Background: an optimization exercise with open tools, aiming at small area and few clock cycles. Do not read the settings as production practice.
Function was checked by simulation only, so behaviour that the tests miss may differ from the original.
Power figures rest on the tool's default switching activity, not on a simulated workload.

==> inputs of harbor <==
Design lasc_ctrl, start of the top module:
module lasc_ctrl (
    input  wire        clk,
    input  wire        rst,           
    input  wire        op_valid,
    input  wire [31:0] op_word,
    output wire        op_ready,
    output wire        rsp_valid,
    output wire [1:0]  rsp_code,      
    output reg         act_valid,
    output reg  [3:0]  act_kind,
    output reg  [15:0] act_data,
    input  wire [7:0]  st_rdata,
    input  wire        st_wfail,
    output reg         booted,
    output reg  [2:0]  mode,
    output reg         scan_active,
    output reg         scan_done,
    output reg  [1:0]  scan_result,
    output reg         flash_armed,
    output wire [7:0]  intensity,
    output reg         ind,
    output reg         cfg_err,
    output wire [13:0] patch,
    output wire [13:0] work,
    output reg  [3:0]  channel,
    output reg  [2:0]  range,
    output reg         zero_based
);
clock: 10.0 ns
lec_check: 0
cap_margin: 20
core_margin: 2
core_utilization: 40
cts_buf_list: sky130_fd_sc_hd__clkbuf_8
cts_cluster_diameter: 60
cts_cluster_size: 16
place_density: 0.6
slew_margin: 20
standard.sh (not shown) runs the stock make flow with config.mk's settings and CLKGATE_MAP_FILE= SYNTH_SCRIPT=/design/flow/synth_recipe.tcl, a recipe that flattens the netlist after the stock synthesis.
==> flow/flow/run.sh <==
#!/bin/bash
# The standard layout (standard.sh), with these changes to how the layout is made:
#  - ABC maps all logic, adders included, for area (flow/abc_map.script) instead of
#    the speed script and the adder cell map; registers are mapped before ABC runs,
#    so they are the standard synthesis's own;
#  - the port buffers are the smallest buffer cell.
set -euo pipefail
cd "$(dirname "$0")/.."
rm -rf scripts_area
cp -r "$FLOW_HOME/scripts" scripts_area
cp flow/abc_map.script scripts_area/abc_speed.script
export SCRIPTS_DIR="$PWD/scripts_area"
export ADDER_MAP_FILE=
export BUFFER_PORTS_ARGS="-buffer_cell sky130_fd_sc_hd__buf_1"
bash standard.sh > standard_flow.log 2>&1
==> flow/flow/abc_map.script <==
&get -n
&st
&deepsyn -T 20
&dc2
&dch -f
&nf -R 1000 -p -F 8 -A 8 -C 32
&st
&dc2
&dch -f
&nf -R 1000 -p -F 8 -A 8 -C 32
&put
==> ember (differences from harbor) <==
--- a/flow/flow/run.sh
+++ b/flow/flow/run.sh
@@ -3,7 +3,8 @@
 #  - ABC maps all logic, adders included, for area (flow/abc_map.script) instead of
 #    the speed script and the adder cell map; registers are mapped before ABC runs,
 #    so they are the standard synthesis's own;
-#  - the port buffers are the smallest buffer cell.
+#  - the port buffers are the smallest buffer cell;
+#  - clock tree: clkbuf_8 buffers, small sink clusters, no dummy loads.
 set -euo pipefail
 cd "$(dirname "$0")/.."
 rm -rf scripts_area
@@ -12,4 +13,5 @@
 export SCRIPTS_DIR="$PWD/scripts_area"
 export ADDER_MAP_FILE=
 export BUFFER_PORTS_ARGS="-buffer_cell sky130_fd_sc_hd__buf_1"
+export CTS_ARGS="-sink_clustering_enable -repair_clock_nets -dont_use_dummy_load -sink_clustering_size 16 -sink_clustering_max_diameter 60 -buf_list sky130_fd_sc_hd__clkbuf_8"
 bash standard.sh > standard_flow.log 2>&1
Settings changed: CORE_UTILIZATION 40 to 70, CTS_BUF_LIST sky130_fd_sc_hd__clkbuf_8 to unset, CTS_CLUSTER_DIAMETER 60 to unset, CTS_CLUSTER_SIZE 16 to unset, PLACE_DENSITY 0.6 to 0.85.
==> run summary <==
- In harbor the total power is larger than in ember, by 12%.
- Against harbor, the register-to-register slack of ember is worse by 0.13 ns.
- Setup slack: ember is better than harbor (0.10 ns).
- In synthesized cell count, ember and harbor do not differ.
- In ember the maximum frequency is larger than in harbor, by 1.2%.
- In harbor the die area is higher than in ember, by about 70%.
- Between ember and harbor, the lower global-route usage is in harbor (gap 13 points).
- In sequential cell count, ember and harbor do not differ.
- Critical path depth is the same in harbor and ember.
==> figures <==
| item | harbor | ember |
|---|---|---|
| Status | no timing/DRC/antenna violations | no timing/DRC/antenna violations |
| Power Internal | 1.14 mW | 1.03 mW |
| Final critical-path setup slack | 1.32 ns | 1.42 ns |
| Worst-margin pin slew | 1.05 ns | 1.04 ns |
| Core ar. | 26100 µm² | 15100 µm² |
| N_taps | 335 | 188 |
| Final hold slack | 0.466 ns | 0.469 ns |
| Dpl hpwl | 23400 µm | 21600 µm |
| Non-clock buffers, area share | 4.16% | 4.06% |
| Number of fill cells | 2651 | 1159 |
| Drt pass-1 iters | 17 | 7 |
| Power density of the placed cells | 127 nW/µm² | 118 nW/µm² |
| Max frequency | 115 MHz | 117 MHz |
| Initial DRC Count | 881 | 1177 |
| Logic gate share of total power | 5.6% | 6.1% |
| Final Net Count | 1495 | 1487 |
| Share of final-layout standard cells stronger than drive strength 1 | 3.55% | 2.22% |
| Met3 WL | 2260 µm | 2570 µm |
| Total area of multi-input combinational cells | 6060 µm² | 6060 µm² |
Testbench counts of harbor, summed over its fixed seeds: cycles 277,456.
Testbench counts of ember, summed over its fixed seeds: cycles 277,456.

==> what the ideal ports hide <==
The flow's constraints put no driver on any port. The routed layouts listed below were extracted and timed again, unchanged, in two steps. Step 1 sets driving cells, clkbuf_16 on the clock port and buf_2 on the other inputs (assumed; they add their load-dependent delay and slew). Step 2 adds t to the input delays and takes it off the output delays; t is the mean of the earliest and latest rising clock arrival at the registers after step 1. Input paths then give back, and output paths get back, about the clock's delay inside the block. Slacks: ideal / step 1 / step 2; pairs: ideal / step 1.
| run | t, ns | slack for setup (ns) | worst slew at a driven data input, ns |
|---|---|---|---|
| harbor | 0.585 | 1.316 / 1.295 / 1.295 | 0.03 |
| ember | 0.535 | 1.418 / 1.397 / 1.397 | 0.03 |
After both steps setup and hold are still met in every run listed.
